Context: an optimization exercise on an open-source flow, tuned for small area, a short achievable clock period and few clock cycles per item. The choices shown serve that exercise and are no tape-out recipe. Only simulation tests tie the RTL to the original design; equivalence was not proved. Power is estimated from default activity; no workload was simulated.

===== flow/design.v =====
module inone_rx (
    input  wire        clk,
    input  wire        rst,           
    input  wire        cmd_valid,
    output wire        cmd_ready,
    input  wire [1:0]  cmd_op,
    input  wire [7:0]  cmd_byte,
    input  wire [31:0] now,           
    output wire        rearm,         
    output wire [5:0]  cursor,
    output wire        raw_ready,
    output wire        pkt_ready,
    output wire [2:0]  outcome,
    output wire [3:0]  lastlen,
    output wire [71:0] last_frame     
);
    localparam OP_APPEND = 2'd0;
    localparam OP_POLL   = 2'd1;
    localparam OP_GET    = 2'd2;
    localparam OC_OK     = 3'd1;
    localparam OC_MAN1   = 3'd2;
    localparam OC_FRM1   = 3'd3;
    localparam OC_LCLASS = 3'd4;
    localparam OC_MAN2   = 3'd5;
    localparam OC_FRM2   = 3'd6;
    localparam OC_CRC    = 3'd7;
    localparam [31:0] RESYNC_MS = 32'd600;
    localparam [7:0]  CRC_POLY  = 8'h8C;
    reg [5:0]  cursor_q;
    reg [31:0] lastact_q;
    reg        raw_ready_q;
    reg        pkt_ready_q;
    reg [2:0]  outcome_q;
    reg [3:0]  lastlen_q;
    reg [71:0] frame_q;
    reg        rearm_q;
    reg        wait_q;        
    reg        tmo_q;         
    reg        ready_q;       
    reg [91:0] d;
    reg [15:0] e1;            
    reg [22:15] e2;           
    reg [4:0]  cnt;           
    reg [7:0]  crc;
    reg        done;
    reg        done2;         
    reg        ok_q;
    reg        run;           
    assign cmd_ready  = ready_q;
    assign rearm      = rearm_q;
    assign cursor     = cursor_q;
    assign raw_ready  = raw_ready_q;
    assign pkt_ready  = pkt_ready_q;
    assign outcome    = outcome_q;
    assign lastlen    = lastlen_q;
    assign last_frame = frame_q;
    wire accept    = cmd_valid && ready_q;
    wire do_append = accept && cmd_op == OP_APPEND;
    wire do_poll   = accept && cmd_op == OP_POLL;
    wire do_get    = accept && cmd_op == OP_GET;
    reg  [3:0] st_bit;        
    reg  [1:0] st_err;        
    reg        pend_q;        
    always @(posedge clk) begin
        st_bit    <= {cmd_byte[1], cmd_byte[3], cmd_byte[5], cmd_byte[7]};
        st_err[0] <= (cmd_byte[7] ~^ cmd_byte[6]) | (cmd_byte[5] ~^ cmd_byte[4]);
        st_err[1] <= (cmd_byte[3] ~^ cmd_byte[2]) | (cmd_byte[1] ~^ cmd_byte[0]);
        pend_q    <= !rst && do_append && cursor_q <= 6'd22;
    end
    genvar k;
    generate
        for (k = 0; k < 23; k = k + 1) begin : g_store
            wire we = pend_q && cursor_q == k + 1;
            if (k == 0) begin : g_b0
                always @(posedge clk)
                    if (we) begin
                        d[3:2] <= st_bit[3:2];
                        e1[0]  <= st_err[1];
                    end
            end else if (k < 15) begin : g_b1
                always @(posedge clk)
                    if (we) begin
                        d[4*k +: 4] <= st_bit;
                        e1[k]       <= |st_err;
                    end
            end else if (k == 15) begin : g_b15
                always @(posedge clk)
                    if (we) begin
                        d[63:60] <= st_bit;
                        e1[15]   <= st_err[0];
                        e2[15]   <= st_err[1];
                    end
            end else begin : g_b2
                always @(posedge clk)
                    if (we) begin
                        d[4*k +: 4] <= st_bit;
                        e2[k]       <= |st_err;
                    end
            end
        end
    endgenerate
    wire [1:0] cls = {d[51], d[50]};              
    wire man1 = |e1;
    reg  frm1;
    reg  frm2;
    integer g;
    always @(*) begin
        frm1 = 1'b0;
        for (g = 0; g < 12; g = g + 1)
            if (!d[5*g + 2]) frm1 = 1'b1;
        frm2 = 1'b0;
        for (g = 0; g < 6; g = g + 1)
            if (!d[5*g + 62] && (cls[1] || (cls[0] && g < 2))) frm2 = 1'b1;
    end
    wire man2 = ((cls != 2'd0) && (|e2[17:15])) || (cls[1] && (|e2[22:18]));
    reg [2:0] oc;
    always @(*) begin
        if (man1)              oc = OC_MAN1;
        else if (frm1)         oc = OC_FRM1;
        else if (cls == 2'd3)  oc = OC_LCLASS;
        else if (man2)         oc = OC_MAN2;
        else if (frm2)         oc = OC_FRM2;
        else if (crc != 8'd0)  oc = OC_CRC;
        else                   oc = OC_OK;
    end
    wire ok = (oc == OC_OK);
    reg [71:0] fr;
    always @(*)
        for (g = 0; g < 18; g = g + 1)
            fr[4*g +: 4] = d[5*g + 3 +: 4];
    wire [3:0] flen = cls[1] ? 4'd9 : cls[0] ? 4'd7 : 4'd6;
    reg  [3:0] nib;                               
    always @(posedge clk) nib <= fr[{cnt, 2'b00} +: 4];
    reg  [7:0] crc_nxt;
    integer q;
    always @(*) begin
        crc_nxt = crc;
        for (q = 0; q < 4; q = q + 1)
            crc_nxt = (crc_nxt >> 1) ^ ((crc_nxt[0] ^ nib[q]) ? CRC_POLY : 8'h00);
    end
    wire [4:0] last = cls[1] ? 5'd17 : cls[0] ? 5'd13 : 5'd11;
    wire restart = pend_q;
    always @(posedge clk) begin
        if (rst || restart) begin
            cnt  <= 5'd0;
            crc  <= 8'd0;
            run  <= 1'b0;
            done <= 1'b0;
        end else if (!done) begin
            cnt <= cnt + 5'd1;
            run <= 1'b1;
            if (run) crc <= crc_nxt;
            if (cnt == last + 5'd1) done <= 1'b1;
        end
        done2 <= done && !rst && !restart;
        ok_q  <= ok;
    end
    wire rdy = done2 && !pend_q;
    function automatic le10;                      
        input [9:0] a, b;
        integer i;
        begin
            le10 = 1'b1;
            for (i = 0; i < 10; i = i + 1)
                le10 = (~a[i] & b[i]) | (~(a[i] ^ b[i]) & le10);
        end
    endfunction
    wire [9:0]  la_lo  = lastact_q[9:0];
    wire [21:0] la_hi  = lastact_q[31:10];
    wire [10:0] w_lo   = {1'b0, la_lo} + 11'd600;
    reg  [21:0] cy;
    integer ci;
    always @(*) begin
        cy[0] = 1'b1;
        for (ci = 1; ci < 22; ci = ci + 1)
            cy[ci] = cy[ci - 1] & la_hi[ci - 1];
    end
    wire [21:0] hx     = now[31:10] ^ la_hi;
    reg         hi0_q, hi1_q;                           
    reg         bor_q, lew_q;                           
    always @(posedge clk) begin
        hi0_q <= (hx == 22'd0);
        hi1_q <= (hx == cy);
        bor_q <= !le10(la_lo, now[9:0]);
        lew_q <= le10(now[9:0], w_lo[9:0]);
    end
    wire        lo_ok  = bor_q ? (w_lo[10] && lew_q) : (w_lo[10] || lew_q);
    wire        hi_ok  = bor_q ? hi1_q : hi0_q;
    wire        recent = hi_ok && lo_ok;
    wire commit = ((do_poll && raw_ready_q) || wait_q) && rdy;
    reg  pre_q;               
    wire pre_ok  = pre_q;
    wire late_ok = wait_q && rdy && ok_q;
    wire is_poll = cmd_valid && !cmd_op[1] && cmd_op[0];
    wire fen     = (is_poll && pre_ok) || late_ok;
    always @(posedge clk) begin
        if (rst) begin
            frame_q[47:0] <= 48'd0;
            lastlen_q     <= 4'd0;
        end else if (fen) begin
            frame_q[47:0] <= fr[47:0];
            lastlen_q     <= flen;
        end
        if (rst || (fen && cls == 2'd0))
            frame_q[55:48] <= 8'd0;
        else if (fen)
            frame_q[55:48] <= fr[55:48];
        if (rst || (fen && cls != 2'd2))
            frame_q[71:56] <= 16'd0;
        else if (fen)
            frame_q[71:56] <= fr[71:56];
    end
    always @(posedge clk) begin
        if (do_append)
            lastact_q <= now;
    end
    wire tmo_d  = do_poll && cursor_q != 6'd0;
    wire wait_d = ((do_poll && raw_ready_q) || wait_q) && !rdy;
    always @(posedge clk)
        ready_q <= rst || !(tmo_d || wait_d);
    wire raw_d   = !rst && ((do_append && cursor_q == 6'd59) ||
                            (raw_ready_q && !do_poll));
    wire done2_d = done && !rst && !restart;
    wire pend_d  = !rst && do_append && cursor_q <= 6'd22;
    always @(posedge clk)
        pre_q <= !(tmo_d || wait_d) && raw_d && done2_d && !pend_d && ok;
    always @(posedge clk) begin
        if (rst) begin
            cursor_q    <= 6'd0;
            raw_ready_q <= 1'b0;
            pkt_ready_q <= 1'b0;
            outcome_q   <= 3'd0;
            rearm_q     <= 1'b0;
            wait_q      <= 1'b0;
            tmo_q       <= 1'b0;
        end else begin
            rearm_q <= 1'b0;
            if (do_append) begin
                if (cursor_q == 6'd59) begin
                    cursor_q    <= 6'd0;
                    raw_ready_q <= 1'b1;
                    rearm_q     <= 1'b1;
                end else begin
                    cursor_q <= cursor_q + 6'd1;
                end
            end
            if (do_poll) begin
                if (cursor_q != 6'd0)
                    tmo_q <= 1'b1;
                if (raw_ready_q) begin
                    raw_ready_q <= 1'b0;
                    if (!rdy) wait_q <= 1'b1;
                end
            end
            if (tmo_q) begin
                tmo_q <= 1'b0;
                if (!recent) begin
                    cursor_q <= 6'd0;
                    rearm_q  <= 1'b1;
                end
            end
            if (do_get)
                pkt_ready_q <= 1'b0;
            if (commit) begin
                wait_q    <= 1'b0;
                outcome_q <= oc;
                if (ok_q)
                    pkt_ready_q <= 1'b1;
            end
        end
    end
endmodule

===== flow/flow/run.sh =====
#!/bin/bash
# The standard layout (standard.sh), with the port buffers made as
# sky130_fd_sc_hd__buf_1 instead of the cell buffer_ports picks by itself.
set -euo pipefail
export BUFFER_PORTS_ARGS="-buffer_cell sky130_fd_sc_hd__buf_1"
export SETUP_SLACK_MARGIN=6.8
bash standard.sh > standard.log 2>&1

===== flow/standard.sh =====
#!/bin/bash
# synth_recipe.tcl (not shown) runs the flow's synth.tcl, then flattens the netlist and writes it again
# the make line also repeats each setting of config.mk as NAME=value (left out here)
make -C /OpenROAD-flow-scripts/flow DESIGN_CONFIG=/design/flow/config.mk WORK_HOME=/design/flow/orfs CLKGATE_MAP_FILE= SYNTH_SCRIPT=/design/flow/synth_recipe.tcl "${@:-finish}"

===== flow/config.mk =====
export PLATFORM = sky130hd
export DESIGN_NAME = inone_rx
export DESIGN_NICKNAME = inone_rx
export VERILOG_FILES = /design/flow/design.v
export SDC_FILE = /design/flow/constraint.sdc
export NUM_CORES = 4
export LEC_CHECK = 0
export CAP_MARGIN = 20
export CORE_MARGIN = 2
export CORE_UTILIZATION = 55
export CTS_BUF_LIST = sky130_fd_sc_hd__clkbuf_8
export CTS_CLUSTER_DIAMETER = 60
export CTS_CLUSTER_SIZE = 14
export GPL_TIMING_DRIVEN = 1
export PLACE_DENSITY = 0.7
export SLEW_MARGIN = 20

===== flow/constraint.sdc =====
create_clock -name core_clock -period 10.0 [get_ports {clk}]
set_input_delay 2.0000 -clock core_clock [delete_from_list [all_inputs] [get_ports {clk}]]
set_output_delay 2.0000 -clock core_clock [all_outputs]
set_load 0.01 [all_outputs]

==> impl_metrics.yaml, run 1 <==
routing:
  wire_per_inst_um: 17.6
  detail_route.wirelength_um: 24000
  route.detailed.vias_per_inst: 5.53
  via_count: 7560
  detailedRoute.firstIterationViolations: 526
  antenna_left: 0
  drt_pass1_iterations: 5
  drc: 0
placement:
  dp_slack_ns: 6.18
  globalplace.congestion: 0.823
  half_perimeter_wire_length_after_placement_um: 16700
  port_buffers: 133
synthesis:
  synthesis.yosys.warnings: 1
  postSynth.asyncResetShare: 0
  seq_area_frac_synth: 0.617
  netlist_instances: 964
  synth_enable_flop_cells: 146
  ys.flop_type: "sky130_fd_sc_hd__edfxtp_1"
  synth.ff_latch_count: 268
  netlist_area_before_placement_sq_mm: 0.0111
  netlist-cell-type-count: 65
  postSynthAreaPerCell_sq_um: 11.5
  synth.net_count: 1033
setup_path:
  timing.rr.end: "nib[3]"
  critPathTopFamily: "flip-flops"
  slowest_stage: "sky130_fd_sc_hd__dfxtp_4"
  setup.worst_path.start_class: "flop"
  cp_num_buf_inv: 1
  worst-r2r-setup-slack_ns: 7.54
  r2r_cells: 4
  cp_data_required_time_ns: 8.00
  endpoint_kind: "output port"
  criticalPathCategory: "reg2out"
  timing.critical_path.arrival_ns: 1.16
  largest_stage_delay_worst_path_ns: 0.43
  regToRegStartpoint: "cnt[1]"
  crit_path_cell_trace: "clkbuf_2"
  worst-path-max-fanout: 12
clock_tree:
  tritoncts.num_buffers: 24
  clkSlewWorstSetupHoldPaths_ns: 0.09
  cts.sink_count: 268
  clock_latency_ns: 0.56
  root_buffer: "sky130_fd_sc_hd__clkbuf_8"
  h_tree_depth: 1
  cts-hold-fix-buffers: 0
  clock_tree_buffer_depth: 3
  cts_tree: "yes"
global_routing:
  largest_net_degree_at_the_start_of_global_routing: 80
  grt_pass1_wl_um: 37700
  groute.usage.overall: 0.220
  globalRoute.totalOverflow: 0
  grt_pass1_vias: 7247
  antenna_found_initial: 0
pwr:
  cellLeakagePower_nw: 4.13
  pwr_density_cell_mw_per_mm2: 161
  max-vdd-ir-drop_mv: 0.117
floorplan:
  die_area_sq_mm: 0.0213
  initial_utilization: 0.565
  count_of_pins_on_the_block_boundary: 134
  die_h_um: 146
  core_sq_mm: 0.0196
  die_w_um: 146
  num_rows: 51
sta:
  finalCritPeriodShare: 0.316
  fmax_mhz: 317
  whs_ns: 0.411
  slew-limit-headroom: 0.254
  hold_viol_final: 0
  rsz0062_at_grt: "true"
  finClkSkew_ns: 0.0297
  final_period_minus_worst_setup_slack_ns: 3.16
  layout_setup_ws_ns: 6.84
  setup-tns-final_ns: 0
  final-setup-viol-count: 0
  tightestPinTransition_ns: 1.11
  slew_violations: 0
status:
  run_status: "finished clean"
final_layout:
  diodes: 0
  finalNetCount: 1153
  area_growth_syn_to_layout_pct: 11.3
  layout.filler_cells: 1657
  layout-drive-gt1-share: 0.0844
min_path:
  hold_end: "e1[15]"
  min_path_type: "reg2reg"
  hold_path.startpoint: "st_err[0]"
  number_of_stages_on_the_worst_hold_path: 0
flow_run:
  cap_violations: 0
==> Yosys cell counts, drive strengths merged, types with 3 or more instances <==
master | number | share of area
and3b | 3 | 0.0024
inv | 31 | 0.011
nand2b | 10 | 0.0057
mux2i | 9 | 0.0081
o21a | 7 | 0.0047
clkbuf | 35 | 0.012
a211oi | 7 | 0.0047
buf | 11 | 0.0058
nand3 | 23 | 0.010
a21o | 6 | 0.0041
nand2 | 165 | 0.056
or2 | 7 | 0.0040
mux4 | 20 | 0.041
dfxtp | 122 | 0.22
nand4 | 10 | 0.0057
nor4 | 12 | 0.0073
o211ai | 5 | 0.0034
xor2 | 22 | 0.018
o22ai | 6 | 0.0034
and2 | 11 | 0.0062
nor3b | 7 | 0.0047
or3 | 4 | 0.0023
and4 | 4 | 0.0038
a2111oi | 4 | 0.0032
edfxtp | 146 | 0.40
o21ai | 11 | 0.0050
xnor2 | 29 | 0.023
a31oi | 4 | 0.0023
nor2b | 8 | 0.0045
ha | 24 | 0.027
nor3 | 20 | 0.0095
nand3b | 3 | 0.0020
nor2 | 67 | 0.023
a21oi | 84 | 0.038
==> per-stage QoR <==
| stage | instances | total power, mW | area (sq um) | utilization |
|---|---|---|---|---|
| 2_1_floorplan | 964 | 1.34 | 11100 | - |
| 3_5_place_dp | 1321 | 1.39 | 11800 | 0.602 |
| 3_3_place_gp | 1321 | 1.38 | 11800 | 0.602 |
| 4_1_cts | 1365 | 2.01 | 12300 | 0.627 |
| 5_1_grt | 1367 | 2.07 | 12300 | 0.629 |
| 6_report | 1367 | 1.99 | 12300 | 0.629 |
==> registers in the layout, summed over array words and instances (netlist names), 2 cells and up <==
signal / cells
cursor_q: 6
nib: 4
lastact_q: 32
frame_q: 72
cnt: 5
d: 90
st_err: 2
e2: 8
st_bit: 4
lastlen_q: 2
outcome_q: 3
crc: 8
e1: 16
==> per-layer routing <==
layer | GRT usage | up-vias | share of wire | routed length, um
met3 | 0.0389 | 38 | 0.063 | 1510
met2 | 0.371 | 233 | 0.49 | 11700
li1 | - | 3672 | - | -
met5 | 0 | - | 0 | 0
met1 | 0.299 | 3617 | 0.43 | 10300
met4 | 0.0495 | 0 | 0.021 | 501
==> worst max path at each step <==
stage / end / slack, ns / cells after the start / from
detailed placement: frame_q[48] / 6.18 / 6 / cmd_valid
global route: cursor[2] / 6.78 / 1 / cursor_q[2]
finish: cursor[2] / 6.84 / 1 / cursor_q[2]
floorplan: cursor_q[0] / 6.27 / 6 / cmd_valid
global placement: lastlen_q[0] / 6.23 / 6 / cmd_valid
CTS: cursor[2] / 6.77 / 1 / cursor_q[2]
==> placed cells by master (no fill, tap or decap), drive strengths merged, types with 8 or more instances in the layout <==
cell	count
nand2	165
edfxtp	146
buf	135
dfxtp	122
a21oi	84
nor2	67
inv	46
clkbuf	31
xnor2	29
ha	24
nand3	23
xor2	22
mux4	20
nor3	20
nor4	12
and2	11
o21ai	11
nand4	10
nand2b	10
mux2i	9
nor2b	8
==> timing repair <==
| action | CTS | global route |
|---|---|---|
| endpoints found under the hold margin | 0 | 0 |
| setup buffers | 0 | 1 |
| endpoints found under the setup margin | 16 | 14 |
| resized for setup | 13 | 9 |
==> cell families (layout without fill, tap and decap cells) <==
logic type,count (synthesis),after routing,share of synthesized area
AND/OR/NAND/NOR,365,365,0.156
flip-flops,268,268,0.617
AO/OA/AOI/OAI,149,149,0.0809
buffers and inverters,77,215,0.0281
XOR/XNOR,51,51,0.0410
multiplexers,30,30,0.0498
adder cells (fa/ha/maj),24,24,0.0271
==> layout make-up <==
class	count	area (sq um)	share of cell area
clock buffers	26	358	0.0290
clock inverters	18	109	0.00883
inverters	31	116	0.00944
multi-input cells	619	3990	0.324
flip-flops and latches	268	6850	0.556
well taps	265	332	0.0269
repair buffers	140	573	0.0465
==> where the power goes <==
part / switching (mW) / internal (mW) / leakage (nW) / total [mW]
registers: 0.0286 / 1.18 / 2.33 / 1.21
logic: 0.0791 / 0.0741 / 1.50 / 0.153
clock network: 0.359 / 0.270 / 0.288 / 0.629
total: 0.467 / 1.52 / 4.13 / 1.99
Testbench counts, summed over its fixed seeds: cycles 15,779, blocks 256.
==> inputs of run 2 (changes only) <==
--- a/flow/config.mk
+++ b/flow/config.mk
@@ -7,10 +7,9 @@
 export LEC_CHECK = 0
 export CAP_MARGIN = 20
 export CORE_MARGIN = 2
-export CORE_UTILIZATION = 55
+export CORE_UTILIZATION = 72
 export CTS_BUF_LIST = sky130_fd_sc_hd__clkbuf_8
 export CTS_CLUSTER_DIAMETER = 60
 export CTS_CLUSTER_SIZE = 14
-export GPL_TIMING_DRIVEN = 1
-export PLACE_DENSITY = 0.7
+export PLACE_DENSITY = 0.85
 export SLEW_MARGIN = 20
==> run 2 against run 1 <==
  * Setup slack worse by 0.0014 ns
  * Critical path depth unchanged
  * Still clean
  * Wire length down 0.53%
==> impl_metrics.yaml, run 2 <==
pwr:
  power.clock.fraction: 0.300
  swShare: 0.232
  p_seq_frac: 0.621
  total_switching_power_mw: 0.451
  cellLeakagePower_nw: 4.06
  cellInternalPower_mw: 1.49
  max-vdd-ir-drop_mv: 0.116
  power.combinational.fraction: 0.079
  pwr_density_cell_mw_per_mm2: 160
  power_mw: 1.94
floorplan:
  count_of_pins_on_the_block_boundary: 134
  die_w_um: 128
  initial_utilization: 0.734
  core_sq_mm: 0.0151
  num_rows: 45
  die_h_um: 128
  die_area_sq_mm: 0.0164
final_layout:
  largest_register: "d"
  finalNetCount: 1151
  finish.utilization: 0.805
  post_route_insts_no_fill: 1285
  largest_register_ffs: 90
  final_cell_area_sq_mm: 0.0121
  diodes: 0
  area_growth_syn_to_layout_pct: 9.74
  layout-drive-gt1-share: 0.0711
  largest_registers: "d x90, frame_q x72, lastact_q x32"
  mostFrequentLayoutCell: "sky130_fd_sc_hd__nand2_1"
  mostFrequentLayoutCells: "163 x sky130_fd_sc_hd__nand2_1, 146 x sky130_fd_sc_hd__edfxtp_1, 132 x sky130_fd_sc_hd__buf_1, 115 x sky130_fd_sc_hd__dfxtp_1, 84 x sky130_fd_sc_hd__a21oi_1"
setup_path:
  worst-path-max-fanout: 12
  setup.worst_path.start_class: "flop"
  cp_num_buf_inv: 1
  timing.critical_path.arrival_ns: 1.16
  cp_data_required_time_ns: 8.00
  endpoint_kind: "output port"
  critPathTopFamily: "flip-flops"
  criticalPathCategory: "reg2out"
  worst-r2r-setup-slack_ns: 7.56
  slowest_stage: "sky130_fd_sc_hd__dfxtp_4"
  largest_stage_delay_worst_path_ns: 0.44
  crit_path_cell_trace: "buf_1"
placement:
  port_buffers: 133
  dp_slack_ns: 6.04
  half_perimeter_wire_length_after_placement_um: 16700
  placedInstanceArea_sq_mm: 0.0117
  place.detailed.instances: 1244
  globalplace.congestion: 0.845
global_routing:
  largest_net_degree_at_the_start_of_global_routing: 80
  grt_pass1_wl_um: 37500
  antenna_found_initial: 0
  groute.usage.overall: 0.294
  grt_pass1_vias: 7428
  globalRoute.totalOverflow: 0
status:
  run_status: "finished clean"
synthesis:
  synth_top_cells_by_area: "sky130_fd_sc_hd__edfxtp_1 40%, sky130_fd_sc_hd__dfxtp_1 22%, sky130_fd_sc_hd__nand2_1 5.6%, sky130_fd_sc_hd__mux4_2 4.1%, sky130_fd_sc_hd__a21oi_1 3.8%"
  postSynth.asyncResetShare: 0
  synth_enable_flop_cells: 146
  netlist-cell-type-count: 65
  postSynthAreaPerCell_sq_um: 11.5
  seq_area_frac_synth: 0.617
  netlist_area_before_placement_sq_mm: 0.0111
  yosys.area_share.xor_xnor: 0.0410
  synthesis.yosys.warnings: 1
  post_synth_fa_ha_maj_area_fraction: 0.0271
  yosys-mux-area-fraction: 0.0498
  post_synth_simple_gate_area: 0.156
  netlist_instances: 964
  post_synth_most_frequent_cells: "165 x sky130_fd_sc_hd__nand2_1, 146 x sky130_fd_sc_hd__edfxtp_1, 122 x sky130_fd_sc_hd__dfxtp_1"
  main_combinational_cell_family_by_area_after_synthesis: "simple AND/OR/NAND/NOR gates"
  synth.ff_latch_count: 268
  synth.most_common_cell: "sky130_fd_sc_hd__nand2_1"
  synth_top_area_share: 0.396
  ys.flop_type: "sky130_fd_sc_hd__edfxtp_1"
  synth_area_leader_cell: "sky130_fd_sc_hd__edfxtp_1"
  synth.net_count: 1033
  synth_compound_area_frac: 0.0809
routing:
  drt_pass1_iterations: 5
  route.detailed.vias_per_inst: 6.01
  antenna_left: 0
  detail_route.wirelength_um: 23900
  detailedRoute.firstIterationViolations: 750
  wire_per_inst_um: 18.6
  drc: 0
  via_count: 7719
sta:
  slew_violations: 0
  layout_setup_ws_ns: 6.84
  fmax_mhz: 317
  rsz0062_at_grt: "false"
  tightestPinTransition_ns: 1.08
  finalCritPeriodShare: 0.316
  final_period_minus_worst_setup_slack_ns: 3.16
  setup-tns-final_ns: 0
  final-setup-viol-count: 0
  whs_ns: 0.440
  slew-limit-headroom: 0.276
  finClkSkew_ns: 0.0147
  hold_viol_final: 0
clock_tree:
  h_tree_depth: 1
  clock_tree_buffer_depth: 3
  cts_tree: "yes"
  root_buffer: "sky130_fd_sc_hd__clkbuf_8"
  cts-hold-fix-buffers: 0
  cts.sink_count: 268
  clock_latency_ns: 0.54
  tritoncts.num_buffers: 23
  clkSlewWorstSetupHoldPaths_ns: 0.09
min_path:
  min_path_type: "reg2reg"
flow_run:
  cap_violations: 0
[run 2: cell counts after synthesis]
Identical to the previous run, type by type.
[run 2: what timing repair did]
item,in CTS,in global routing
buffers inserted,1,0
gates resized for setup,11,3
pin swaps,1,0
endpoints found under the setup margin,24,7
[run 2: worst register-to-register path, stage by stage (launching register included)]
cell                      delay (ns)
sky130_fd_sc_hd__dfxtp_1        1.04
sky130_fd_sc_hd__mux4_2         0.65
sky130_fd_sc_hd__mux4_2         0.49
sky130_fd_sc_hd__inv_1          0.08
sky130_fd_sc_hd__o22ai_1        0.07
[run 2: layout make-up]
type                    instances  area [sq um]
clock buffers                  23           317
clock inverters                17          95.1
fillers                       931          2940
inverters                      31           116
multi-input cells             619          3980
flip-flops and latches        268          6840
well taps                     188           235
repair buffers                139           559
[run 2: kinds of logic (layout without fill, tap and decap cells)]
| kind of cell | Yosys count | count (layout) |
|---|---|---|
| buffers and inverters | 77 | 210 |
| AO/OA/AOI/OAI | 149 | 149 |
| adder cells (fa/ha/maj) | 24 | 24 |
| XOR/XNOR | 51 | 51 |
| multiplexers | 30 | 30 |
| AND/OR/NAND/NOR | 365 | 365 |
| flip-flops | 268 | 268 |
[run 2: worst paths after layout]
path,start,end,cells past startpoint
max reg2reg,cnt[1],nib[3],4
min reg2reg,st_err[0],e1[15],0
min,st_err[0],e1[15],0
max,cursor_q[3],cursor[3],1
[run 2: metal layers]
metal  GRT usage  wire (um)  up-vias
li1            -          -     3654
met1       0.401       9720     3647
met2       0.498      11800      365
met3      0.0472       1860       53
met4      0.0814        535        0
met5           0          0        -
[run 2: power by group through the flow]
stage	clock [mW]	combinational, mW	sequential, mW
after floorplan	0	0.121	1.22
after global placement	0	0.147	1.23
after detailed placement	0	0.153	1.23
after CTS	0.590	0.154	1.21
after global routing	0.633	0.172	1.21
final	0.584	0.154	1.21
==> inputs of run 3 (changes only) <==
==> flow/flow/run.sh (replaced) <==
#!/bin/bash
# The standard layout (standard.sh), with the port buffers made as
# sky130_fd_sc_hd__buf_1 instead of the cell buffer_ports picks by itself.
set -euo pipefail
export BUFFER_PORTS_ARGS="-buffer_cell sky130_fd_sc_hd__buf_1"
export SETUP_SLACK_MARGIN=6.9
bash standard.sh > standard.log 2>&1
--- a/flow/config.mk
+++ b/flow/config.mk
@@ -7,9 +7,9 @@
 export LEC_CHECK = 0
 export CAP_MARGIN = 20
 export CORE_MARGIN = 2
-export CORE_UTILIZATION = 72
+export CORE_UTILIZATION = 65
 export CTS_BUF_LIST = sky130_fd_sc_hd__clkbuf_8
 export CTS_CLUSTER_DIAMETER = 60
 export CTS_CLUSTER_SIZE = 14
-export PLACE_DENSITY = 0.85
+export PLACE_DENSITY = 0.8
 export SLEW_MARGIN = 20
==> run 3 against run 2 <==
  * Still clean on timing, DRC and antenna
  * Critical path depth did not move
  * Global-route usage fell by 2.7 points
  * Sequential share of layout area fell by 0.53 points
  * Cell count rose by 3.0%
  * First-iteration DRC count fell by 21%
  * Largest cell class unchanged
==> impl_metrics.yaml, run 3 <==
placement:
  placedInstanceArea_sq_mm: 0.0118
  globalplace.congestion: 0.858
  port_buffers: 133
  half_perimeter_wire_length_after_placement_um: 16700
sta:
  fmax_mhz: 325
  setup-tns-final_ns: 0
  finClkSkew_ns: 0.0386
  final_period_minus_worst_setup_slack_ns: 3.07
  final-setup-viol-count: 0
  tightestPinTransition_ns: 1.02
  rsz0062_at_grt: "true"
  slew_violations: 0
  finalCritPeriodShare: 0.307
  slew-limit-headroom: 0.312
  hold_viol_final: 0
pwr:
  power.combinational.fraction: 0.081
  p_seq_frac: 0.623
  cellInternalPower_mw: 1.47
  total_switching_power_mw: 0.457
  pwr_density_cell_mw_per_mm2: 157
  max-vdd-ir-drop_mv: 0.116
  power.clock.fraction: 0.296
  swShare: 0.236
  cellLeakagePower_nw: 4.20
routing:
  antenna_left: 0
  drt_pass1_iterations: 5
  detail_route.wirelength_um: 24200
  detailedRoute.firstIterationViolations: 596
  via_count: 7739
  drc: 0
  route.detailed.vias_per_inst: 5.85
  wire_per_inst_um: 18.3
final_layout:
  layout.filler_cells: 1157
  final-seq-area_sq_mm: 0.00686
  layout-drive-gt1-share: 0.108
  mostFrequentLayoutCells: "163 x sky130_fd_sc_hd__nand2_1, 146 x sky130_fd_sc_hd__edfxtp_1, 110 x sky130_fd_sc_hd__dfxtp_1, 108 x sky130_fd_sc_hd__buf_1, 84 x sky130_fd_sc_hd__a21oi_1"
  largest_registers: "d x90, frame_q x72, lastact_q x32"
  finalNetCount: 1158
  multi_input_gate_area_sq_mm: 0.00401
  diodes: 0
  area_growth_syn_to_layout_pct: 11.1
  largest_register_ffs: 90
  final_cell_area_sq_mm: 0.0123
  mostFrequentLayoutCell: "sky130_fd_sc_hd__nand2_1"
  largest_register: "d"
setup_path:
  slowest_stage: "sky130_fd_sc_hd__dfxtp_4"
  criticalPathCategory: "reg2out"
  endpoint_kind: "output port"
  largest_stage_delay_worst_path_ns: 0.39
  crit_path_cell_trace: "buf_2"
  cp_data_required_time_ns: 8.00
  timing.critical_path.arrival_ns: 1.07
  setup.worst_path.start_class: "flop"
  critPathTopFamily: "flip-flops"
  cp_num_buf_inv: 1
  worst-path-max-fanout: 3
synthesis:
  postSynthAreaPerCell_sq_um: 11.5
  synth.net_count: 1033
  synth.ff_latch_count: 268
  synth_top_area_share: 0.396
  synth_area_leader_cell: "sky130_fd_sc_hd__edfxtp_1"
  netlist_instances: 964
  synth_top_cells_by_area: "sky130_fd_sc_hd__edfxtp_1 40%, sky130_fd_sc_hd__dfxtp_1 22%, sky130_fd_sc_hd__nand2_1 5.6%, sky130_fd_sc_hd__mux4_2 4.1%, sky130_fd_sc_hd__a21oi_1 3.8%"
  post_synth_most_frequent_cells: "165 x sky130_fd_sc_hd__nand2_1, 146 x sky130_fd_sc_hd__edfxtp_1, 122 x sky130_fd_sc_hd__dfxtp_1"
  ys.flop_type: "sky130_fd_sc_hd__edfxtp_1"
  netlist_area_before_placement_sq_mm: 0.0111
  seq_area_frac_synth: 0.617
  synthesis.yosys.warnings: 1
  synth_enable_flop_cells: 146
  synth.most_common_cell: "sky130_fd_sc_hd__nand2_1"
  netlist-cell-type-count: 65
  postSynth.asyncResetShare: 0
floorplan:
  count_of_pins_on_the_block_boundary: 134
  die_area_sq_mm: 0.0181
  core_sq_mm: 0.0166
  die_h_um: 135
  num_rows: 47
  initial_utilization: 0.665
  die_w_um: 135
flow_run:
  cap_violations: 0
global_routing:
  grt_pass1_wl_um: 38200
  largest_net_degree_at_the_start_of_global_routing: 80
  globalRoute.totalOverflow: 0
  groute.usage.overall: 0.267
  antenna_found_initial: 0
  grt_pass1_vias: 7393
clock_tree:
  root_buffer: "sky130_fd_sc_hd__clkbuf_8"
  cts.sink_count: 268
  tritoncts.num_buffers: 23
  clock_latency_ns: 0.55
  clkSlewWorstSetupHoldPaths_ns: 0.09
  cts_tree: "yes"
  clock_tree_buffer_depth: 3
  h_tree_depth: 1
min_path:
  min_path_type: "reg2reg"
status:
  run_status: "finished clean"
run 3: cell count changes in the layout (fill, tap and decap cells not counted), moves of 3 or more:
| cell | change |
|---|---|
| sky130_fd_sc_hd__buf_1 | -24 |
| sky130_fd_sc_hd__dfxtp_1 | -5 |
| sky130_fd_sc_hd__clkbuf_2 | +10 |
| sky130_fd_sc_hd__buf_2 | +14 |
| sky130_fd_sc_hd__dfxtp_4 | +4 |
| sky130_fd_sc_hd__buf_4 | +6 |
| sky130_fd_sc_hd__inv_1 | -3 |
run 3: cells by family after synthesis:
family,synth area share
and+or+nand+nor,0.156
DFF,0.617
AOI/OAI and AO/OA,0.0809
buffers and inverters,0.0281
xor gates and xnor gates,0.0410
muxes,0.0498
adders and majority gates,0.0271
run 3: per-stage QoR:
stage / util / instances / hold WS [ns] / worst slack [ns] / power, mW
finish: 0.739 / 1323 / 0.420 / 6.93 / 1.93
global route: 0.739 / 1323 / 0.442 / 6.89 / 2.00
CTS: 0.735 / 1319 / 0.429 / 6.90 / 1.94
detailed placement: 0.707 / 1277 / 0.412 / 6.01 / 1.38
global placement: 0.707 / 1277 / 0.412 / 6.15 / 1.38
floorplan: - / 964 / 0.399 / 6.27 / 1.34
run 3: final cells by class:
cell class / instances / area share
repair buffers: 146 / 0.0526
multi-input cells: 619 / 0.326
flip-flops and latches: 268 / 0.558
inverters: 31 / 0.00946
well taps: 220 / 0.0224
clock buffers: 24 / 0.0269
clock inverters: 15 / 0.00488
run 3: final timing paths:
kind                    end  depth (start not counted)        start  slack [ns]
setup / recovery  cmd_ready                          1      ready_q        6.93
hold / removal       e1[15]                          0    st_err[0]        0.42
setup reg to reg      e1[2]                          4  cursor_q[5]        7.68
hold reg to reg      e1[15]                          0    st_err[0]        0.42
run 3: timing repair:
action / CTS / global route
setup buffers: 3 / 4
endpoints found under the setup margin: 33 / 45
resized for setup: 33 / 16
cloned: 0 / 0
pin swaps: 1 / 0
hold buffers: 0 / 0
run 3: power by group through the flow:
stage | clock network [mW] | logic (mW) | registers, mW
floorplan | 0 | 0.121 | 1.22
CTS | 0.579 | 0.157 | 1.20
detailed placement | 0 | 0.156 | 1.23
global route | 0.617 | 0.172 | 1.21
global placement | 0 | 0.151 | 1.23
finish | 0.571 | 0.157 | 1.20
run 3: routing by layer:
metal / routed length [um] / global-route usage
met1: 10300 / 0.375
met2: 11800 / 0.450
met3: 1530 / 0.0360
met4: 561 / 0.0626
met5: 0 / 0
==> inputs of run 4 (changes only) <==
==> flow/flow/run.sh (replaced) <==
#!/bin/bash
# The standard layout (standard.sh), with the port buffers made as
# sky130_fd_sc_hd__buf_1 instead of the cell buffer_ports picks by itself.
set -euo pipefail
export BUFFER_PORTS_ARGS="-buffer_cell sky130_fd_sc_hd__buf_1"
export SETUP_SLACK_MARGIN=7.0
bash standard.sh > standard.log 2>&1
==> run 4 against run 3 <==
  * Sequential share of layout area down 3.5 points
  * Via count increased by 2.4%
  * Register-to-register slack worse by 0.11 ns
  * Clock-buffer cell count fell by 1
  * Critical path depth unchanged
  * Die area did not move
  * Synthesized cell count is the same
  * Largest cell class unchanged
==> impl_metrics.yaml, run 4 <==
synthesis:
  synth_enable_flop_cells: 146
  synth.ff_latch_count: 268
  synth_top_area_share: 0.396
  netlist_area_before_placement_sq_mm: 0.0111
  postSynth.asyncResetShare: 0
  ys.flop_type: "sky130_fd_sc_hd__edfxtp_1"
  synthesis.yosys.warnings: 1
  postSynthAreaPerCell_sq_um: 11.5
  synth.net_count: 1033
  synth.most_common_cell: "sky130_fd_sc_hd__nand2_1"
  seq_area_frac_synth: 0.617
  synth_area_leader_cell: "sky130_fd_sc_hd__edfxtp_1"
  netlist-cell-type-count: 65
  post_synth_most_frequent_cells: "165 x sky130_fd_sc_hd__nand2_1, 146 x sky130_fd_sc_hd__edfxtp_1, 122 x sky130_fd_sc_hd__dfxtp_1"
  netlist_instances: 964
  synth_top_cells_by_area: "sky130_fd_sc_hd__edfxtp_1 40%, sky130_fd_sc_hd__dfxtp_1 22%, sky130_fd_sc_hd__nand2_1 5.6%, sky130_fd_sc_hd__mux4_2 4.1%, sky130_fd_sc_hd__a21oi_1 3.8%"
min_path:
  min_path_type: "reg2reg"
sta:
  whs_ns: 0.431
  finalCritPeriodShare: 0.304
  final-setup-viol-count: 0
  hold_viol_final: 0
  slew-limit-headroom: 0.307
  final_period_minus_worst_setup_slack_ns: 3.04
  slew_violations: 0
  tightestPinTransition_ns: 1.03
  setup-tns-final_ns: 0
  finClkSkew_ns: 0.0207
  fmax_mhz: 329
  rsz0062_at_grt: "true"
final_layout:
  largest_registers: "d x90, frame_q x72, lastact_q x32"
  mostFrequentLayoutCells: "163 x sky130_fd_sc_hd__nand2_1, 146 x sky130_fd_sc_hd__edfxtp_1, 91 x sky130_fd_sc_hd__buf_6, 84 x sky130_fd_sc_hd__a21oi_1, 80 x sky130_fd_sc_hd__dfxtp_2"
  diodes: 0
  layout-drive-gt1-share: 0.257
  final_cell_area_sq_mm: 0.0133
  largest_register: "d"
  largest_register_ffs: 90
  area_growth_syn_to_layout_pct: 20.1
  mostFrequentLayoutCell: "sky130_fd_sc_hd__nand2_1"
  finalNetCount: 1186
  layout.filler_cells: 946
floorplan:
  core_sq_mm: 0.0166
  initial_utilization: 0.665
  num_rows: 47
  die_h_um: 135
  die_w_um: 135
  die_area_sq_mm: 0.0181
  count_of_pins_on_the_block_boundary: 134
clock_tree:
  cts_tree: "yes"
  clock_latency_ns: 0.55
  root_buffer: "sky130_fd_sc_hd__clkbuf_8"
  clock_tree_buffer_depth: 3
  cts.sink_count: 268
  h_tree_depth: 1
  clkSlewWorstSetupHoldPaths_ns: 0.10
  tritoncts.num_buffers: 23
global_routing:
  antenna_found_initial: 0
  grt_pass1_wl_um: 40900
  globalRoute.totalOverflow: 0
  groute.usage.overall: 0.289
  grt_pass1_vias: 7839
  largest_net_degree_at_the_start_of_global_routing: 80
status:
  run_status: "finished clean"
routing:
  wire_per_inst_um: 19.2
  detail_route.wirelength_um: 25900
  drt_pass1_iterations: 5
  drc: 0
  detailedRoute.firstIterationViolations: 850
  via_count: 7922
  route.detailed.vias_per_inst: 5.86
  antenna_left: 0
pwr:
  power_mw: 1.94
  pwr_density_cell_mw_per_mm2: 146
  cellLeakagePower_nw: 4.75
  max-vdd-ir-drop_mv: 0.132
placement:
  placedInstanceArea_sq_mm: 0.0118
  half_perimeter_wire_length_after_placement_um: 16200
  globalplace.congestion: 0.871
  port_buffers: 133
setup_path:
  largest_stage_delay_worst_path_ns: 0.37
  timing.critical_path.arrival_ns: 1.04
  setup.worst_path.start_class: "flop"
  worst-path-max-fanout: 2
  crit_path_cell_trace: "buf_6"
  cp_num_buf_inv: 1
  slowest_stage: "sky130_fd_sc_hd__dfxtp_2"
  cp_data_required_time_ns: 8.00
  criticalPathCategory: "reg2out"
  endpoint_kind: "output port"
  critPathTopFamily: "flip-flops"
flow_run:
  cap_violations: 0
## run 4: timing repair
action	in CTS	in global routing
hold endpoints to repair	0	0
setup buffers	17	17
gates resized for setup	263	24
endpoints found under the setup margin	166	163
gates cloned	1	0
pin swaps	1	0
hold buffers	0	0
## run 4: area by class of cell
type | instances | area, sq um | share of cell area
Sequential cell | 268 | 6950 | 0.523
Tap cell | 220 | 275 | 0.0207
Clock inverter | 18 | 80.1 | 0.00602
Clock buffer | 23 | 317 | 0.0238
Inverter | 31 | 116 | 0.00875
Timing Repair Buffer | 174 | 1530 | 0.115
Multi-Input combinational cell | 619 | 4020 | 0.302
## run 4: per-stage QoR
stage	setup slack, ns	cells	util
after floorplan	6.27	964	-
after global placement	6.26	1277	0.707
after detailed placement	6.20	1277	0.707
after CTS	6.95	1336	0.785
after global routing	6.94	1353	0.799
final	6.96	1353	0.799
## run 4: logic make-up after synthesis
group | after synthesis | synth area share
adders and majority gates | 24 | 0.0271
and+or+nand+nor | 365 | 0.156
AOI/OAI and AO/OA | 149 | 0.0809
buffers and inverters | 77 | 0.0281
DFF | 268 | 0.617
muxes | 30 | 0.0498
xor gates and xnor gates | 51 | 0.0410
## run 4: worst reg2reg max path, cell delays in order, from the launching register on
cell and delay [ns]:
sky130_fd_sc_hd__dfxtp_4 0.35, sky130_fd_sc_hd__buf_4 0.12, sky130_fd_sc_hd__buf_4 0.15, sky130_fd_sc_hd__nor3b_1 0.40, sky130_fd_sc_hd__nand2_1 0.21, sky130_fd_sc_hd__nor3_1 0.82
## run 4: report_power, final
group	total (mW)	leakage, nW	switching, mW	internal (mW)
Sequential	1.20	2.37	0.0241	1.18
Clock	0.573	0.255	0.354	0.219
Combinational	0.164	2.12	0.0859	0.0779
Total	1.94	4.75	0.464	1.47
## run 4: worst paths after layout
| path | slack (ns) | to | startpoint | depth (start not counted) |
|---|---|---|---|---|
| worst max-delay path | 6.96 | last_frame[13] | frame_q[13] | 1 |
| worst min register to register | 0.43 | tmo_q | tmo_q | 1 |
| worst max register to register | 7.57 | d[4] | cursor_q[5] | 5 |
| worst min-delay path | 0.43 | tmo_q | tmo_q | 1 |
## run 4: layer usage
metal | GRT usage | share of wire
met3 | 0.0469 | 0.071
met5 | 0 | 0
met1 | 0.394 | 0.40
met4 | 0.0883 | 0.030
met2 | 0.483 | 0.49
==> inputs of run 5 (changes only) <==
==> flow/flow/run.sh (replaced) <==
#!/bin/bash
# The standard layout (standard.sh), with the port buffers made as
# sky130_fd_sc_hd__buf_1 instead of the cell buffer_ports picks by itself.
set -euo pipefail
export BUFFER_PORTS_ARGS="-buffer_cell sky130_fd_sc_hd__buf_1"
export SETUP_SLACK_MARGIN=6.8
bash standard.sh > standard.log 2>&1
==> run 5 against run 4 <==
  * Largest cell class unchanged
  * Still clean
  * Largest power group unchanged
  * Area after synthesis unchanged
  * Setup slack worse by 0.11 ns
  * Clock-buffer cell count did not move
  * Worst hold slack better by 0.0025 ns
  * Critical path depth unchanged
  * Fmax is 3.6% lower
  * Combinational power shrank 7%
==> impl_metrics.yaml, run 5 <==
routing:
  detail_route.wirelength_um: 24100
  antenna_left: 0
  wire_per_inst_um: 18.2
  drc: 0
  drt_pass1_iterations: 7
  route.detailed.vias_per_inst: 5.83
  detailedRoute.firstIterationViolations: 622
  via_count: 7704
clock_tree:
  clkSlewWorstSetupHoldPaths_ns: 0.10
  clock_tree_buffer_depth: 3
  cts-hold-fix-buffers: 0
  clock_latency_ns: 0.55
  cts_tree: "yes"
  cts.sink_count: 268
  root_buffer: "sky130_fd_sc_hd__clkbuf_8"
  tritoncts.num_buffers: 23
  h_tree_depth: 1
floorplan:
  num_rows: 47
  die_w_um: 135
  die_h_um: 135
  core_sq_mm: 0.0166
  initial_utilization: 0.665
  count_of_pins_on_the_block_boundary: 134
  die_area_sq_mm: 0.0181
synthesis:
  netlist_instances: 964
  synth.most_common_cell: "sky130_fd_sc_hd__nand2_1"
  synth_enable_flop_cells: 146
  netlist_area_before_placement_sq_mm: 0.0111
  synth.net_count: 1033
  netlist-cell-type-count: 65
  synth_top_cells_by_area: "sky130_fd_sc_hd__edfxtp_1 40%, sky130_fd_sc_hd__dfxtp_1 22%, sky130_fd_sc_hd__nand2_1 5.6%, sky130_fd_sc_hd__mux4_2 4.1%, sky130_fd_sc_hd__a21oi_1 3.8%"
  postSynthAreaPerCell_sq_um: 11.5
  synth_top_area_share: 0.396
  ys.flop_type: "sky130_fd_sc_hd__edfxtp_1"
  seq_area_frac_synth: 0.617
  synth.ff_latch_count: 268
  post_synth_most_frequent_cells: "165 x sky130_fd_sc_hd__nand2_1, 146 x sky130_fd_sc_hd__edfxtp_1, 122 x sky130_fd_sc_hd__dfxtp_1"
  synth_area_leader_cell: "sky130_fd_sc_hd__edfxtp_1"
  postSynth.asyncResetShare: 0
  synthesis.yosys.warnings: 1
setup_path:
  worst-r2r-setup-slack_ns: 7.55
  regToRegStartpoint: "cnt[1]"
  slowest_stage: "sky130_fd_sc_hd__dfxtp_4"
  crit_path_cell_trace: "clkbuf_2"
  criticalPathCategory: "reg2out"
  timing.critical_path.arrival_ns: 1.15
  cp_data_required_time_ns: 8.00
  worst-path-max-fanout: 12
  endpoint_kind: "output port"
  critPathTopFamily: "flip-flops"
  r2r_cells: 4
  setup.worst_path.start_class: "flop"
  cp_num_buf_inv: 1
  timing.critical_path.from: "cursor_q[3]"
  largest_stage_delay_worst_path_ns: 0.44
  critical_path_depth: 1
status:
  run_status: "finished clean"
pwr:
  pwr_density_cell_mw_per_mm2: 160
  max-vdd-ir-drop_mv: 0.127
  cellLeakagePower_nw: 4.08
min_path:
  min_path_type: "reg2reg"
  hold_path.startpoint: "tmo_q"
  number_of_stages_on_the_worst_hold_path: 1
sta:
  finClkSkew_ns: 0.0254
  final_period_minus_worst_setup_slack_ns: 3.15
  slew-limit-headroom: 0.239
  final-setup-viol-count: 0
  slew_violations: 0
  finalCritPeriodShare: 0.315
  rsz0062_at_grt: "false"
  setup-tns-final_ns: 0
  hold_viol_final: 0
  tightestPinTransition_ns: 1.13
  fmax_mhz: 318
final_layout:
  largest_register_ffs: 90
  mostFrequentLayoutCell: "sky130_fd_sc_hd__nand2_1"
  post_route_insts_no_fill: 1321
  mostFrequentLayoutCells: "163 x sky130_fd_sc_hd__nand2_1, 146 x sky130_fd_sc_hd__edfxtp_1, 130 x sky130_fd_sc_hd__buf_1, 115 x sky130_fd_sc_hd__dfxtp_1, 84 x sky130_fd_sc_hd__a21oi_1"
  largest_registers: "d x90, frame_q x72, lastact_q x32"
  largest_register: "d"
  area_growth_syn_to_layout_pct: 10.3
  finalNetCount: 1152
  layout-drive-gt1-share: 0.0755
placement:
  half_perimeter_wire_length_after_placement_um: 16800
  port_buffers: 133
  globalplace.congestion: 0.842
  place.detailed.instances: 1276
global_routing:
  groute.usage.overall: 0.265
  largest_net_degree_at_the_start_of_global_routing: 80
  globalRoute.totalOverflow: 0
  grt_pass1_vias: 7449
  antenna_found_initial: 1
  grt_pass1_wl_um: 37900
flow_run:
  cap_violations: 0
run 5: cell counts after synthesis:
No cell type changed its count.
run 5: logic make-up (layout without fill, tap and decap cells):
| kind of cell | after synthesis | in the layout | synth area share |
|---|---|---|---|
| compound gates | 149 | 149 | 0.0809 |
| xor+xnor | 51 | 51 | 0.0410 |
| fa+ha+maj | 24 | 24 | 0.0271 |
| buf+inv | 77 | 213 | 0.0281 |
| flops | 268 | 268 | 0.617 |
| mux | 30 | 30 | 0.0498 |
| other cells | 0 | 1 | 0 |
| simple gates | 365 | 365 | 0.156 |
run 5: metal layers:
metal  track usage  up-vias  wire, um
met5             0        -         0
met4        0.0661        0       507
met3        0.0450       40      1630
met2         0.453      280     12100
met1         0.357     3728      9910
li1              -     3656         -
run 5: final timing paths:
| kind | end |
|---|---|
| hold reg to reg | tmo_q |
| setup / recovery | cursor[3] |
| setup reg to reg | nib[3] |
| hold / removal | tmo_q |
run 5: timing repair:
action / 4_1_cts / 5_1_grt
gates resized for setup: 8 / 6
pin swaps: 1 / 0
buffers inserted: 2 / 0
endpoints found under the setup margin: 41 / 4
run 5: cell type report:
class	instances	area [sq um]
tap	220	275
fill	1185	4430
inverter	31	116
antenna	1	2.50
clock buffer	23	317
sequential	268	6840
multi-input combinational	619	3990
clock inverter	19	106
timing repair buffer	140	563
run 5: through the flow:
| stage | hold slack [ns] | worst slack, ns | util | instance area (sq um) | total power, mW |
|---|---|---|---|---|---|
| 2_1_floorplan | 0.399 | 6.27 | - | 11100 | 1.34 |
| 3_3_place_gp | 0.409 | 6.20 | 0.705 | 11700 | 1.38 |
| 3_5_place_dp | 0.417 | 6.15 | 0.705 | 11700 | 1.39 |
| 4_1_cts | 0.431 | 6.75 | 0.733 | 12200 | 1.97 |
| 5_1_grt | 0.458 | 6.81 | 0.733 | 12200 | 2.02 |
| 6_report | 0.434 | 6.85 | 0.734 | 12200 | 1.96 |
run 5: where the power goes:
part | internal [mW] | leakage [nW] | total [mW] | switching (mW)
combinational | 0.0742 | 1.48 | 0.153 | 0.0788
sequential | 1.18 | 2.33 | 1.21 | 0.0301
clock | 0.244 | 0.269 | 0.595 | 0.351
==> inputs of run 6 (changes only) <==
==> flow/flow/run.sh (replaced) <==
#!/bin/bash
# The standard layout (standard.sh), with the port buffers made as
# sky130_fd_sc_hd__buf_1 instead of the cell buffer_ports picks by itself.
set -euo pipefail
export BUFFER_PORTS_ARGS="-buffer_cell sky130_fd_sc_hd__buf_1"
export SETUP_SLACK_MARGIN=6.95
bash standard.sh > standard.log 2>&1
==> run 6 against run 5 <==
  * Still clean on timing, DRC and antenna
  * Clock-buffer cell count increased by 1
  * Wire length decreased by 0.70%
  * Sequential share of layout area decreased by 1.0 points
  * Register-to-register slack improved by 0.11 ns
  * Setup slack improved by 0.13 ns
==> impl_metrics.yaml, run 6 <==
placement:
  placedInstanceArea_sq_mm: 0.0118
  port_buffers: 133
  globalplace.congestion: 0.847
  dp_slack_ns: 6.22
  half_perimeter_wire_length_after_placement_um: 16400
  place.detailed.instances: 1277
setup_path:
  endpoint_kind: "output port"
  cp_data_required_time_ns: 8.00
  cp_num_buf_inv: 1
  largest_stage_delay_worst_path_ns: 0.35
  worst-path-max-fanout: 2
  critPathTopFamily: "flip-flops"
  crit_path_cell_trace: "buf_2"
  setup.worst_path.start_class: "flop"
  criticalPathCategory: "reg2out"
  timing.critical_path.arrival_ns: 1.02
  slowest_stage: "sky130_fd_sc_hd__dfxtp_2"
pwr:
  power.combinational.fraction: 0.082
  swShare: 0.230
  pwr_density_cell_mw_per_mm2: 156
  power.clock.fraction: 0.303
  cellInternalPower_mw: 1.50
  max-vdd-ir-drop_mv: 0.130
  p_seq_frac: 0.615
  total_switching_power_mw: 0.450
  cellLeakagePower_nw: 4.53
routing:
  drt_pass1_iterations: 5
  antenna_left: 0
  wire_per_inst_um: 18.0
  detail_route.wirelength_um: 23900
  route.detailed.vias_per_inst: 5.81
  via_count: 7714
  detailedRoute.firstIterationViolations: 666
  drc: 0
sta:
  slew-limit-headroom: 0.278
  slew_violations: 0
  final_period_minus_worst_setup_slack_ns: 3.02
  fmax_mhz: 331
  hold_viol_final: 0
  setup-tns-final_ns: 0
  finalCritPeriodShare: 0.302
  layout_setup_ws_ns: 6.98
  rsz0062_at_grt: "true"
  final-setup-viol-count: 0
  tightestPinTransition_ns: 1.08
  finClkSkew_ns: 0.0169
clock_tree:
  clock_latency_ns: 0.54
  tritoncts.num_buffers: 23
  clkSlewWorstSetupHoldPaths_ns: 0.09
  cts-hold-fix-buffers: 0
  cts_tree: "yes"
  clock_tree_buffer_depth: 3
  root_buffer: "sky130_fd_sc_hd__clkbuf_8"
  cts.sink_count: 268
  h_tree_depth: 1
final_layout:
  diodes: 0
  mostFrequentLayoutCell: "sky130_fd_sc_hd__nand2_1"
  largest_register: "d"
  finalNetCount: 1161
  layout-drive-gt1-share: 0.200
  post_route_insts_no_fill: 1328
  area_growth_syn_to_layout_pct: 13.2
  final_cell_area_sq_mm: 0.0125
  largest_register_ffs: 90
  largest_registers: "d x90, frame_q x72, lastact_q x32"
  mostFrequentLayoutCells: "163 x sky130_fd_sc_hd__nand2_1, 146 x sky130_fd_sc_hd__edfxtp_1, 84 x sky130_fd_sc_hd__a21oi_1, 76 x sky130_fd_sc_hd__dfxtp_1, 66 x sky130_fd_sc_hd__nor2_1"
  layout.filler_cells: 1105
synthesis:
  netlist_instances: 964
  synth.net_count: 1033
  synth_area_leader_cell: "sky130_fd_sc_hd__edfxtp_1"
  ys.flop_type: "sky130_fd_sc_hd__edfxtp_1"
  synth_enable_flop_cells: 146
  postSynthAreaPerCell_sq_um: 11.5
  synth_top_cells_by_area: "sky130_fd_sc_hd__edfxtp_1 40%, sky130_fd_sc_hd__dfxtp_1 22%, sky130_fd_sc_hd__nand2_1 5.6%, sky130_fd_sc_hd__mux4_2 4.1%, sky130_fd_sc_hd__a21oi_1 3.8%"
  synth.most_common_cell: "sky130_fd_sc_hd__nand2_1"
  netlist-cell-type-count: 65
  seq_area_frac_synth: 0.617
  netlist_area_before_placement_sq_mm: 0.0111
  postSynth.asyncResetShare: 0
  synth_top_area_share: 0.396
  synthesis.yosys.warnings: 1
  post_synth_most_frequent_cells: "165 x sky130_fd_sc_hd__nand2_1, 146 x sky130_fd_sc_hd__edfxtp_1, 122 x sky130_fd_sc_hd__dfxtp_1"
  synth.ff_latch_count: 268
global_routing:
  largest_net_degree_at_the_start_of_global_routing: 80
  globalRoute.totalOverflow: 0
  groute.usage.overall: 0.265
  grt_pass1_wl_um: 37700
  globalRouteMet3Util: 0.0368
  antenna_found_initial: 0
  most_heavily_used_metal_layer_in_global_routing: "met2"
  grt_util_met1: 0.371
  grt_pass1_vias: 7419
  use_met2: 0.443
status:
  run_status: "finished clean"
floorplan:
  num_rows: 47
  core_sq_mm: 0.0166
  die_h_um: 135
  die_area_sq_mm: 0.0181
  count_of_pins_on_the_block_boundary: 134
  die_w_um: 135
  initial_utilization: 0.665
min_path:
  min_path_type: "reg2reg"
flow_run:
  cap_violations: 0
[run 6: worst paths after layout]
check	to	from	slack, ns	depth (start not counted)
max	last_frame[45]	frame_q[45]	6.98	1
min	tmo_q	tmo_q	0.43	1
max reg2reg	e1[2]	cursor_q[4]	7.66	4
min reg2reg	tmo_q	tmo_q	0.43	1
[run 6: metrics by stage]
stage | hold WS [ns] | util | total power [mW]
floorplan | 0.399 | - | 1.34
global placement | 0.410 | 0.707 | 1.38
detailed placement | 0.411 | 0.707 | 1.38
CTS | 0.432 | 0.748 | 1.96
global route | 0.454 | 0.753 | 2.02
finish | 0.431 | 0.753 | 1.95
[run 6: repair_timing]
item	CTS	global route
buffers inserted	10	0
pin swaps	1	0
resized for setup	106	58
gates cloned	0	0
setup endpoints to repair	128	123
[run 6: power groups by stage]
stage | logic (mW) | clock network (mW) | registers, mW
2_1_floorplan | 0.121 | 0 | 1.22
3_3_place_gp | 0.154 | 0 | 1.23
3_5_place_dp | 0.157 | 0 | 1.23
4_1_cts | 0.160 | 0.603 | 1.20
5_1_grt | 0.178 | 0.642 | 1.20
6_report | 0.160 | 0.591 | 1.20
[run 6: final cells by class]
| class | count | area (sq um) | area share |
|---|---|---|---|
| tap | 220 | 275 | 0.0220 |
| clock inverter | 17 | 92.6 | 0.00739 |
| clock buffer | 24 | 330 | 0.0263 |
| sequential | 268 | 6900 | 0.551 |
| timing repair buffer | 149 | 811 | 0.0647 |
| multi-input combinational | 619 | 4010 | 0.320 |
| inverter | 31 | 116 | 0.00928 |
[run 6: cell families (layout without fill, tap and decap cells)]
logic type / count (synthesis) / count (layout) / synth area share
and+or+nand+nor: 365 / 365 / 0.156
DFF: 268 / 268 / 0.617
AOI/OAI and AO/OA: 149 / 149 / 0.0809
buffers and inverters: 77 / 221 / 0.0281
xor gates and xnor gates: 51 / 51 / 0.0410
muxes: 30 / 30 / 0.0498
adders and majority gates: 24 / 24 / 0.0271
[run 6: routing by layer]
metal | wire length [um] | share of wire | vias up
met5 | 0 | 0 | -
met3 | 1500 | 0.063 | 42
met2 | 11500 | 0.48 | 292
met1 | 10400 | 0.43 | 3698
met4 | 526 | 0.022 | 0
li1 | - | - | 3682
==> inputs of run 7 (changes only) <==
--- a/flow/config.mk
+++ b/flow/config.mk
@@ -7,9 +7,8 @@
 export LEC_CHECK = 0
 export CAP_MARGIN = 20
 export CORE_MARGIN = 2
-export CORE_UTILIZATION = 65
+export CORE_UTILIZATION = 40
 export CTS_BUF_LIST = sky130_fd_sc_hd__clkbuf_8
 export CTS_CLUSTER_DIAMETER = 60
 export CTS_CLUSTER_SIZE = 14
-export PLACE_DENSITY = 0.8
 export SLEW_MARGIN = 20
==> run 7 against run 6 <==
  * Wire length is 9.9% higher
  * Sequential share of layout area shrank 3.2 points
  * Cell area up 7.0%
  * Global-route usage is 8.4 points lower
  * Critical path depth unchanged
  * Flip-flop and latch count did not move
  * Area after synthesis unchanged
  * Cell count rose by 13%
  * Clock-buffer cell count rose by 3
  * Setup slack worse by 0.021 ns
  * Clock skew increased by 0.0044 ns
  * Via count shrank 1.3%
==> impl_metrics.yaml, run 7 <==
sta:
  slew-limit-headroom: 0.206
  hold_viol_final: 0
  setup-tns-final_ns: 0
  fmax_mhz: 329
  final_period_minus_worst_setup_slack_ns: 3.04
  tightestPinTransition_ns: 1.18
  layout_setup_ws_ns: 6.96
  finClkSkew_ns: 0.0213
  finalCritPeriodShare: 0.304
  final-setup-viol-count: 0
  rsz0062_at_grt: "true"
  slew_violations: 0
placement:
  globalplace.congestion: 0.801
  half_perimeter_wire_length_after_placement_um: 18000
  place.detailed.instances: 1429
  dp_slack_ns: 6.18
  placedInstanceArea_sq_mm: 0.0120
  port_buffers: 133
setup_path:
  cp_num_buf_inv: 1
  worst-path-max-fanout: 2
  r2r_cells: 4
  crit_path_cell_trace: "buf_6"
  crit_path_end: "last_frame[71]"
  cp_data_required_time_ns: 8.00
  timing.rr.end: "d[8]"
  critical_path_depth: 1
  worst-r2r-setup-slack_ns: 7.59
  endpoint_kind: "output port"
  criticalPathCategory: "reg2out"
  timing.critical_path.arrival_ns: 1.04
  timing.critical_path.from: "frame_q[71]"
  regToRegStartpoint: "cursor_q[5]"
  slowest_stage: "sky130_fd_sc_hd__dfxtp_4"
  largest_stage_delay_worst_path_ns: 0.37
  critPathTopFamily: "flip-flops"
  setup.worst_path.start_class: "flop"
pwr:
  max-vdd-ir-drop_mv: 0.101
  pwr_density_cell_mw_per_mm2: 151
  power_mw: 2.02
  cellLeakagePower_nw: 4.71
synthesis:
  postSynthAreaPerCell_sq_um: 11.5
  synth_area_leader_cell: "sky130_fd_sc_hd__edfxtp_1"
  netlist_area_before_placement_sq_mm: 0.0111
  synthesis.yosys.warnings: 1
  postSynth.asyncResetShare: 0
  synth_enable_flop_cells: 146
  synth_top_area_share: 0.396
  synth.most_common_cell: "sky130_fd_sc_hd__nand2_1"
  synth_top_cells_by_area: "sky130_fd_sc_hd__edfxtp_1 40%, sky130_fd_sc_hd__dfxtp_1 22%, sky130_fd_sc_hd__nand2_1 5.6%, sky130_fd_sc_hd__mux4_2 4.1%, sky130_fd_sc_hd__a21oi_1 3.8%"
  seq_area_frac_synth: 0.617
  netlist-cell-type-count: 65
  synth.net_count: 1033
  post_synth_most_frequent_cells: "165 x sky130_fd_sc_hd__nand2_1, 146 x sky130_fd_sc_hd__edfxtp_1, 122 x sky130_fd_sc_hd__dfxtp_1"
  netlist_instances: 964
  ys.flop_type: "sky130_fd_sc_hd__edfxtp_1"
  synth.ff_latch_count: 268
global_routing:
  grt_pass1_wl_um: 41300
  antenna_found_initial: 0
  globalRoute.totalOverflow: 0
  largest_net_degree_at_the_start_of_global_routing: 76
  grt_pass1_vias: 7557
  groute.usage.overall: 0.181
clock_tree:
  clock_tree_buffer_depth: 3
  cts.sink_count: 268
  clkSlewWorstSetupHoldPaths_ns: 0.09
  cts-hold-fix-buffers: 0
  h_tree_depth: 1
  clock_latency_ns: 0.56
  tritoncts.num_buffers: 25
  cts_tree: "yes"
  root_buffer: "sky130_fd_sc_hd__clkbuf_8"
flow_run:
  cap_violations: 0
routing:
  wire_per_inst_um: 17.6
  route.detailed.vias_per_inst: 5.08
  drc: 0
  detailedRoute.firstIterationViolations: 513
  antenna_left: 0
  detail_route.wirelength_um: 26300
  drt_pass1_iterations: 5
  via_count: 7612
final_layout:
  post_route_insts_no_fill: 1497
  diodes: 0
  layout.filler_cells: 2441
  layout-drive-gt1-share: 0.251
  largest_register_ffs: 90
  final_cell_area_sq_mm: 0.0134
  mostFrequentLayoutCell: "sky130_fd_sc_hd__nand2_1"
  mostFrequentLayoutCells: "163 x sky130_fd_sc_hd__nand2_1, 146 x sky130_fd_sc_hd__edfxtp_1, 84 x sky130_fd_sc_hd__a21oi_1, 84 x sky130_fd_sc_hd__buf_6, 75 x sky130_fd_sc_hd__dfxtp_2"
  area_growth_syn_to_layout_pct: 21.1
  largest_registers: "d x90, frame_q x72, lastact_q x32"
  finalNetCount: 1175
  largest_register: "d"
floorplan:
  die_h_um: 170
  initial_utilization: 0.408
  die_w_um: 170
  count_of_pins_on_the_block_boundary: 134
  core_sq_mm: 0.0271
  num_rows: 60
  die_area_sq_mm: 0.0290
min_path:
  min_path_type: "reg2reg"
status:
  run_status: "finished clean"
==> run 7: cell counts after synthesis <==
No cell type changed its count.
==> run 7: worst min path at each step <==
stage,from,end,slack (ns),cells after the start
2_1_floorplan,tmo_q,tmo_q,0.40,1
3_3_place_gp,tmo_q,tmo_q,0.41,1
3_5_place_dp,tmo_q,tmo_q,0.42,1
4_1_cts,tmo_q,tmo_q,0.43,1
5_1_grt,tmo_q,tmo_q,0.44,1
6_report,tmo_q,tmo_q,0.43,1
==> run 7: power breakdown <==
part | total, mW | switching, mW | internal [mW] | leakage [nW]
clock | 0.658 | 0.376 | 0.282 | 0.294
sequential | 1.20 | 0.0245 | 1.18 | 2.37
combinational | 0.161 | 0.0849 | 0.0761 | 2.04
total | 2.02 | 0.485 | 1.53 | 4.71
==> run 7: cell type report <==
class                      instances  area (sq um)  share of cell area
clock inverter                    19           121             0.00905
multi-input combinational        619          4010               0.299
inverter                          31           116             0.00868
sequential                       268          6960               0.519
clock buffer                      27           372              0.0277
tap                              372           465              0.0347
timing repair buffer             161          1370               0.102
==> run 7: kinds of logic (layout without fill, tap and decap cells) <==
| family | after synthesis | in the layout | share of synthesized area |
|---|---|---|---|
| buffers and inverters | 77 | 238 | 0.0281 |
| multiplexers | 30 | 30 | 0.0498 |
| adder cells (fa/ha/maj) | 24 | 24 | 0.0271 |
| XOR/XNOR | 51 | 51 | 0.0410 |
| AO/OA/AOI/OAI | 149 | 149 | 0.0809 |
| AND/OR/NAND/NOR | 365 | 365 | 0.156 |
| flip-flops | 268 | 268 | 0.617 |
==> run 7: per-stage QoR <==
| step | util | hold WS [ns] |
|---|---|---|
| floorplan | - | 0.399 |
| global placement | 0.441 | 0.412 |
| detailed placement | 0.441 | 0.418 |
| CTS | 0.481 | 0.433 |
| global route | 0.495 | 0.441 |
| finish | 0.495 | 0.428 |
==> run 7: layer usage <==
layer / vias to the layer above / GRT usage / wire (um)
li1: 3701 / - / -
met1: 3712 / 0.242 / 11700
met2: 169 / 0.311 / 12900
met3: 30 / 0.0321 / 1270
met4: 0 / 0.0342 / 420
met5: - / 0 / 0
==> run 7: timing repair <==
| action | in CTS | in global routing |
|---|---|---|
| setup buffers | 10 | 12 |
| gates resized for setup | 233 | 59 |
| pin swaps | 0 | 0 |
| setup endpoints to repair | 123 | 156 |

==> afterwards: timing with drivers on the ports <==
Ports are ideal in the flow. The routed layouts listed here were re-timed in OpenROAD.
Step 1 sets driving cells, clkbuf_16 on the clock port and buf_2 on the other inputs (assumed; they add their load-dependent delay and slew).
Step 2 also shifts input and output timing later by t, the mid clock arrival at the registers, as if the neighbouring blocks saw the same clock.
Three values: ideal ports, drivers, drivers and shift; two values: the first two.
run	t, ns	slack for setup (ns)	worst hold slack (ns)	pins driven straight from the clock port
run 1	0.583	6.844 / 6.803 / 6.349	0.411 / 0.411 / 0.411	1
run 2	0.576	6.843 / 6.802 / 6.345	0.440 / 0.440 / 0.440	1
run 3	0.570	6.926 / 6.884 / 6.413	0.420 / 0.420 / 0.420	1
run 4	0.584	6.964 / 6.922 / 6.507	0.431 / 0.431 / 0.431	1
run 5	0.576	6.851 / 6.812 / 6.352	0.434 / 0.434 / 0.434	1
run 6	0.571	6.977 / 6.937 / 6.503	0.431 / 0.431 / 0.431	1
run 7	0.594	6.956 / 6.910 / 6.446	0.428 / 0.428 / 0.428	1
After both steps setup and hold are still met in every run listed. For run 3, which loses most, drivers alone change the setup slack by -0.042 ns; drivers and shift together by -0.513 ns.
